From an optimization exercise on the open Yosys and OpenROAD flow, aimed at small area, a short achievable clock period and few clock cycles; shortcuts taken in it are not production practice. Only simulation tests tie the RTL to the original design; equivalence was not proved. Power is estimated from default activity; no workload was simulated.

**design/flow/constraint.sdc**
```tcl
create_clock -name core_clock -period 13.0 [get_ports {clk}]
set_input_delay 2.6000 -clock core_clock [delete_from_list [all_inputs] [get_ports {clk}]]
set_output_delay 2.6000 -clock core_clock [all_outputs]
set_load 0.01 [all_outputs]
```
**design/flow/config.mk**
```make
export PLATFORM = sky130hd
export DESIGN_NAME = mee_arith
export DESIGN_NICKNAME = mee_arith
export VERILOG_FILES = /design/flow/design.v
export SDC_FILE = /design/flow/constraint.sdc
export NUM_CORES = 4
export LEC_CHECK = 0
export CAP_MARGIN = 20
export CORE_MARGIN = 2
export CORE_UTILIZATION = 40
export SLEW_MARGIN = 20
```
**design/flow/run.sh**
```bash
#!/bin/bash
# synth_recipe.tcl (not shown) runs the flow's synth.tcl, then flattens the netlist and writes it again
# the make line also repeats each setting of config.mk as NAME=value (left out here)
make -C /OpenROAD-flow-scripts/flow DESIGN_CONFIG=/design/flow/config.mk WORK_HOME=/design/flow/orfs CLKGATE_MAP_FILE= SYNTH_SCRIPT=/design/flow/synth_recipe.tcl finish
```
**design/flow/design.v**
```verilog
module mee_arith (
    input  wire        clk,
    input  wire        rst,         
    input  wire        cmd_valid,   
    input  wire [31:0] cmd_word,
    input  wire [31:0] op_a,        
    input  wire [31:0] op_b,        
    input  wire [31:0] op_n,        
    input  wire        ovr_clr,     
    output reg         busy,
    output reg         done,
    output reg         ok,
    output wire [3:0]  err,
    output reg         cmdovr,
    output reg  [31:0] res,
    output wire [63:0] s,
    output wire [63:0] t
);
    reg  [31:0] s_lo, t_lo;
    reg  [1:0]  err_r;
    assign s   = {{32{s_lo[31]}}, s_lo};
    assign t   = {{32{t_lo[31]}}, t_lo};
    assign err = {2'b00, err_r};
    localparam ST_DEC  = 3'd0;
    localparam ST_SWAP = 3'd1;
    localparam ST_EU   = 3'd2;
    localparam ST_MM   = 3'd3;
    reg [2:0]  state;
    reg        c_ill, c_rsv;
    reg [1:0]  c_op;        
    reg [31:0] ra, rb, rn;
    reg [32:0] u0, u1, v0, v1;
    reg [4:0]  cnt;
    reg        phase;       
    reg        swp;         
    reg [1:0]  mm_kind;     
    reg [5:0]  ebits;       
    wire [32:0] dr    = {1'b0, ra} - {1'b0, rb};           
    wire        r_ge  = ~dr[32];
    wire [33:0] d2    = {2'b0, ra} - {1'b0, rb, 1'b0};     
    wire        sh_ok = ~d2[33];
    wire [32:0] du    = u0 - u1;
    wire [32:0] dv    = v0 - v1;
    wire [31:0] inv_fix = u0[31:0] + rn;
    wire [31:0] mx  = (mm_kind == 2'd1) ? ra : u0[31:0];
    wire [31:0] yx  = v0[31] ? mx : 32'd0;
    wire [33:0] m0  = {1'b0, u1[31:0], 1'b0} + {2'b0, yx};
    wire [34:0] m1  = {2'b0, u1[31:0], 1'b0} + {3'b0, yx} - {3'b0, rn};
    wire [34:0] m2  = {2'b0, u1[31:0], 1'b0} + {3'b0, yx} - {2'b0, rn, 1'b0};
    wire [31:0] pn  = ~m2[34] ? m2[31:0] : (~m1[34] ? m1[31:0] : m0[31:0]);
    wire        mm_last = (cnt == 5'd0);
    always @(posedge clk) begin
        if (rst) begin
            busy   <= 1'b0;
            done   <= 1'b0;
            ok     <= 1'b0;
            err_r  <= 2'd0;
            cmdovr <= 1'b0;
            res    <= 32'd0;
            s_lo   <= 32'd0;
            t_lo   <= 32'd0;
            state  <= ST_DEC;
        end else begin
            if (ovr_clr)
                cmdovr <= 1'b0;
            if (cmd_valid && busy)
                cmdovr <= 1'b1;
            if (!busy) begin
                ra    <= op_a;
                rb    <= op_b;
                rn    <= op_n;
                c_ill <= !(cmd_word[7:3] == 5'd0 && cmd_word[2:0] != 3'd0 &&
                           cmd_word[2:0] <= 3'd4);
                c_rsv <= |cmd_word[31:8];
                c_op  <= cmd_word[1:0] - 2'd1;
                state <= ST_DEC;
                if (cmd_valid) begin
                    busy  <= 1'b1;
                    done  <= 1'b0;
                    ok    <= 1'b0;
                    err_r <= 2'd0;
                end
            end else begin
                case (state)
                ST_DEC: begin
                    if (c_ill) begin
                        err_r <= 2'd1;
                        busy  <= 1'b0;
                        done  <= 1'b1;
                    end else if (c_rsv) begin
                        err_r <= 2'd2;
                        busy  <= 1'b0;
                        done  <= 1'b1;
                    end else if (c_op == 2'd3) begin
                        if (rn == 32'd0 || ra < 32'd2 || rn == 32'd1) begin
                            res  <= (rn == 32'd0) ? 32'd0 : (ra < 32'd2) ? ra : 32'd0;
                            ok   <= (rn != 32'd0);
                            busy <= 1'b0;
                            done <= 1'b1;
                        end else begin
                            u0      <= 33'd1;
                            u1      <= 33'd0;
                            v0      <= {1'b0, ra};
                            mm_kind <= 2'd0;
                            cnt     <= 5'd31;
                            ebits   <= 6'd32;
                            state   <= ST_MM;
                        end
                    end else if (c_op == 2'd2) begin
                        if (rn[31:1] == 31'd0 || ra == 32'd0) begin
                            res  <= 32'd0;
                            busy <= 1'b0;
                            done <= 1'b1;
                        end else begin
                            rb    <= rn;
                            state <= ST_SWAP;
                        end
                    end else begin
                        if (ra == 32'd0 || rb == 32'd0) begin
                            res <= 32'd0;
                            if (c_op == 2'd1) begin
                                s_lo <= 32'd0;
                                t_lo <= 32'd0;
                            end
                            busy <= 1'b0;
                            done <= 1'b1;
                        end else begin
                            state <= ST_SWAP;
                        end
                    end
                end
                ST_SWAP: begin
                    swp   <= !r_ge;
                    phase <= 1'b0;
                    cnt   <= 5'd0;
                    if (r_ge) begin
                        u0 <= 33'd1; u1 <= 33'd0;
                        v0 <= 33'd0; v1 <= 33'd1;
                    end else begin
                        ra <= rb;
                        rb <= ra;
                        u0 <= 33'd0; u1 <= 33'd1;
                        v0 <= 33'd1; v1 <= 33'd0;
                    end
                    state <= ST_EU;
                end
                ST_EU: begin
                    if (!phase) begin
                        if (rb == 32'd0) begin
                            busy <= 1'b0;
                            done <= 1'b1;
                            if (c_op == 2'd2) begin
                                if (ra == 32'd1) begin
                                    res <= u0[32] ? inv_fix : u0[31:0];
                                    ok  <= 1'b1;
                                end else begin
                                    res <= 32'd0;
                                end
                            end else begin
                                res <= ra;
                                ok  <= 1'b1;
                                if (c_op == 2'd1) begin
                                    s_lo <= u0[31:0];
                                    t_lo <= v0[31:0];
                                end
                            end
                        end else if (sh_ok) begin
                            rb  <= {rb[30:0], 1'b0};
                            u1  <= {u1[31:0], 1'b0};
                            v1  <= {v1[31:0], 1'b0};
                            cnt <= cnt + 5'd1;
                        end else if (cnt == 5'd0) begin
                            ra <= rb;  rb <= dr[31:0];
                            u0 <= u1;  u1 <= du;
                            v0 <= v1;  v1 <= dv;
                        end else begin
                            ra    <= dr[31:0];
                            u0    <= du;
                            v0    <= dv;
                            rb    <= {1'b0, rb[31:1]};
                            u1    <= {u1[32], u1[32:1]};
                            v1    <= {v1[32], v1[32:1]};
                            cnt   <= cnt - 5'd1;
                            phase <= 1'b1;
                        end
                    end else begin
                        if (cnt == 5'd0) begin
                            ra    <= rb;
                            rb    <= r_ge ? dr[31:0] : ra;
                            u0    <= u1;
                            u1    <= r_ge ? du : u0;
                            v0    <= v1;
                            v1    <= r_ge ? dv : v0;
                            phase <= 1'b0;
                        end else begin
                            if (r_ge) begin
                                ra <= dr[31:0];
                                u0 <= du;
                                v0 <= dv;
                            end
                            rb  <= {1'b0, rb[31:1]};
                            u1  <= {u1[32], u1[32:1]};
                            v1  <= {v1[32], v1[32:1]};
                            cnt <= cnt - 5'd1;
                        end
                    end
                end
                ST_MM: begin
                    u1  <= {1'b0, pn};
                    v0  <= {v0[31:0], 1'b0};
                    cnt <= cnt - 5'd1;
                    if (mm_kind == 2'd0 && !rb[31] && ebits != 6'd0) begin
                        rb    <= {rb[30:0], 1'b0};
                        ebits <= ebits - 6'd1;
                    end
                    if (mm_last) begin
                        u1 <= 33'd0;
                        v0 <= {1'b0, pn};
                        ra <= pn;
                        case (mm_kind)
                        2'd0: begin
                            u0 <= {1'b0, pn};
                            if (!rb[31]) begin
                                res  <= 32'd1;
                                ok   <= 1'b1;
                                busy <= 1'b0;
                                done <= 1'b1;
                            end else begin
                                rb    <= {rb[30:0], 1'b0};
                                ebits <= ebits - 6'd1;
                                if (ebits == 6'd1) begin
                                    res  <= pn;
                                    ok   <= 1'b1;
                                    busy <= 1'b0;
                                    done <= 1'b1;
                                end
                                mm_kind <= 2'd1;
                            end
                        end
                        2'd1: begin
                            if (rb[31]) begin
                                mm_kind <= 2'd2;
                            end else begin
                                rb    <= {rb[30:0], 1'b0};
                                ebits <= ebits - 6'd1;
                                if (ebits == 6'd1) begin
                                    res  <= pn;
                                    ok   <= 1'b1;
                                    busy <= 1'b0;
                                    done <= 1'b1;
                                end
                            end
                        end
                        default: begin
                            rb      <= {rb[30:0], 1'b0};
                            ebits   <= ebits - 6'd1;
                            mm_kind <= 2'd1;
                            if (ebits == 6'd1) begin
                                res  <= pn;
                                ok   <= 1'b1;
                                busy <= 1'b0;
                                done <= 1'b1;
                            end
                        end
                        endcase
                    end
                end
                default: state <= ST_DEC;
                endcase
            end
        end
    end
endmodule
```
==> summary.txt <==
Global route
  – First-pass GRT wire length: 252,000 um
  – Largest net degree at the start of global routing: 83
  – Vias in the first global route: 36,000
  – Initial antenna violation count: 17
  – Overflow after GRT: 0
  – Total GRT Usage: 37.2%

Synthesis
  – Post-synth top cells: 599 x nand2_1, 510 x a21oi_1, 361 x nor2_1
  – Synth Cell Area: 35,900 um2
  – #FFs+latches synth: 350
  – Top cell type's share of synthesized area: 20.6%
  – Number of flops mapped to enable cells by yosys: about 250
  – Yosys Warn Count: 1
  – Top-count cell post-synth: nand2_1
  – Synth Instances: 4,647
  – Sequential fraction of the synthesis area: a little over a quarter
  – Asr flop ratio synth: 0%
  – Cell taking the most area after synthesis: edfxtp_1
  – Distinct cells, synth: 115
  – Largest cells by area after synthesis: edfxtp_1 21%, ha_1 9.1%, a21oi_1 7.1%
  – Top_reg_cell synth: edfxtp_1
  – Synth Area per Inst: 7.72 um2

STA
  – Final setup fails: 0
  – Final Hold Viols: 0
  – Setup TNS Final: 0 ns
  – Slew Limit Headroom: 10.0%
  – Final Cycle Share: ~62%
  – Worst Skew: 0.0301 ns
  – Crit path time final: 8.09 ns
  – RSZ-0062 raised after global routing: no
  – Fmax achieved: 124 MHz
  – Max-slew violations: 0
  – Tightest Pin Transition: 1.35 ns

Place
  – Routability Congestion: 1.03
  – Placed wire-length estimate: 131,000 um
  – Number of port buffers: 297

Cells and area
  – Layout cells sized above 1: 6.32%
  – Layout Nets: 5,153
  – Final Util: 46.6%
  – Area Overhead vs Synth: 15.0%

Clocking
  – Clock sinks: between 300 and 400
  – Resized Gates After CTS: 0
  – CTS tree: yes
  – Clk buf depth: 3
  – Clock-pin slew on the worst setup and hold paths: ~0.070 ns
  – H-tree depth: 2
  – CTS root buf: clkbuf_16
  – Clock latency (worst-skew pair): 0.65 ns
  – CTS Hold Bufs: 0
  – CTS Buf Count: 47
  – Setup Buffers After CTS: 0

Floorplanning
  – Initial Util: 40.5%
  – Core ar.: between 80,000 and 90,000 um2
  – Die area: 92,100 um2
  – Die Wd: 304 um
  – IO Pins: 300
  – # rows: 109
  – Die Y-Extent: about 300 um

Outcome
  – Status: timing/DRC/antenna clean

Worst hold path
  – WHS Endpoint: t_lo[30]
  – Hold depth: 2
  – Hold Path Class: reg2reg
  – Hold Startpoint: t_lo[30]

Job
  – Max-Cap Viols: 0

Route
  – 1st-iter DRT viols: 5,607
  – DRT Pass-1 Iters: 7
  – Via-to-Cell Ratio: 6.65
  – WL/cell: between 20 and 30 um
  – Final ANT Viol Nets: 0
  – Final Routed Wirelength: 178,000 um
  – Residual DRC: 0
  – Via count: 39,700

Worst setup path
  – Crit Reg-Reg Endpoint: ra[11]
  – Critical Path AT: around 8.4 ns
  – R2R depth: 24
  – R2R Setup Slk: 4.91 ns
  – Type of the worst setup path: reg2reg
  – CP required: 13.33 ns
  – Crit end category: register
  – RR Startpoint: mm_kind[1]
  – Startpoint types: register
  – Peak fanout along the critical path: 32

Power
  – Max VDD drop: 0.0888 mV
  – Leakage dissipation: 15.5 nW
  – Design Power: 0.00337 W
  – Cell Pwr Density: 81.7 nW/um2
through the flow:
stage | cells | setup slack (ns) | hold slack [ns] | instance area, um2
floorplan | 4648 | 6.82 | 0.474 | 35900
global placement | 5867 | 5.47 | 0.438 | 39600
detailed placement | 5867 | 5.37 | 0.443 | 39600
CTS | 5955 | 5.27 | 0.452 | 41200
global route | 5956 | 4.67 | 0.466 | 41300
finish | 5966 | 4.91 | 0.447 | 41300
cells by family after synthesis:
group | count (synthesis) | share of synthesized area (%)
muxes | 67 | 1.92
AOI/OAI and AO/OA | 1729 | 32.0
other | 1 | 0.0104
and+or+nand+nor | 1473 | 18.5
xor gates and xnor gates | 194 | 4.73
buffers and inverters | 564 | 6.92
DFF | 350 | 26.4
adders and majority gates | 269 | 9.53
area by class of cell:
class	count	area (um2)
Sequential cell	350	9470
Fill cell	8956	47400
Tap cell	1165	1460
Multi-Input combinational cell	3734	24100
Clock buffer	65	1410
Antenna cell	10	25.0
Inverter	213	800
Timing Repair Buffer	406	3800
Clock inverter	23	206
worst max path at each step:
stage | startpoint | to | slack (ns) | cells after the start
after floorplan | rst | u0[0] | 6.82 | 5
after global placement | mm_kind[1] | ra[11] | 5.47 | 24
after detailed placement | mm_kind[1] | ra[11] | 5.37 | 24
after CTS | mm_kind[1] | ra[11] | 5.27 | 24
after global routing | mm_kind[1] | ra[11] | 4.67 | 25
final | mm_kind[1] | ra[11] | 4.91 | 24
power breakdown:
part,switching [W],internal (W)
clock network,0.000600,0.000818
registers,0.0000527,0.00122
logic,0.000447,0.000233
cells in the final DEF, fill, tap and decap left out, types with 54 or more instances in the layout:
cell type        netlist  layout
a21o_1               105     104
xor2_1                69      69
o221ai_1              56      56
a31oi_1               79      76
xnor2_1              125     125
clkdlybuf4s50_1        0     296
inv_1                210     210
nand2_1              599     597
a21oi_1              510     506
nor2_1               361     356
edfxtp_1             246     246
dfxtp_1              104     103
mux2i_1               56      56
o22ai_1               59      59
buf_4                 73     109
nor3_1                90      90
nand3_1              175     175
o21ai_0              278     278
o211ai_1              54      54
a211oi_1              82      80
ha_1                 262     259
sequential cells by signal, summed over array words and instances (netlist names), 2 cells and up:
| name | cells |
|---|---|
| u0 | 33 |
| u1 | 33 |
| v0 | 33 |
| v1 | 33 |
| ra | 32 |
| rb | 32 |
| res | 32 |
| rn | 32 |
| s_lo | 32 |
| t_lo | 32 |
| ebits | 6 |
| cnt | 5 |
| c_op | 2 |
| err_r | 2 |
| mm_kind | 2 |
| state | 2 |
metal layers:
layer	vias to the layer above	global-route usage (%)	wire length, um
met2	2699	53.7	73100
met5	-	0	82
li1	17600	-	-
met1	18800	48.3	69300
met4	12	22.6	12500
met3	566	11.7	22700
worst max-delay path, stage by stage (launching register included):
cell and delay (ns):
edfxtp_1 0.54, nand2b_1 0.21, buf_4 0.24, nand2_1 0.11, a21boi_0 0.09, ha_1 0.23
fa_1 0.47, a211oi_1 0.36, o211ai_1 0.27, a211oi_1 0.57, o21ai_0 0.25, a31oi_1 0.32
xnor2_1 0.21, ha_1 0.39, and3_1 0.19, a221o_1 0.23, nor3_1 0.07, and3b_1 0.21
or3_4 0.37, o21ai_4 0.19, nand2_2 0.28, nand2_4 0.33, mux2_2 0.37, a21oi_1 1.01
o21ai_0 0.25
Testbench counts, summed over its fixed seeds: cycles 526,418.

static timing again, ports no longer ideal:
Ports are ideal in the flow. The routed layout listed here was re-timed in OpenROAD.
Step 1 assumes that a clkbuf_16 drives the clock port and a buf_2 every other input.
Step 2, shift: input delay + t, output delay - t, t = (earliest + latest rising clock arrival at the registers) / 2. This alone moves slack from input paths to output paths.
Slacks: ideal / step 1 / step 2; pairs: ideal / step 1.
t, ns: 0.699
slack for setup (ns): 4.911 / 4.911 / 4.911
hold WS [ns]: 0.447 / 0.447 / 0.447
pins driven straight from the clock port: 1
After both steps setup and hold are still met in this run. For this run, drivers alone change the setup slack by 0.000 ns; drivers and shift together by 0.000 ns.
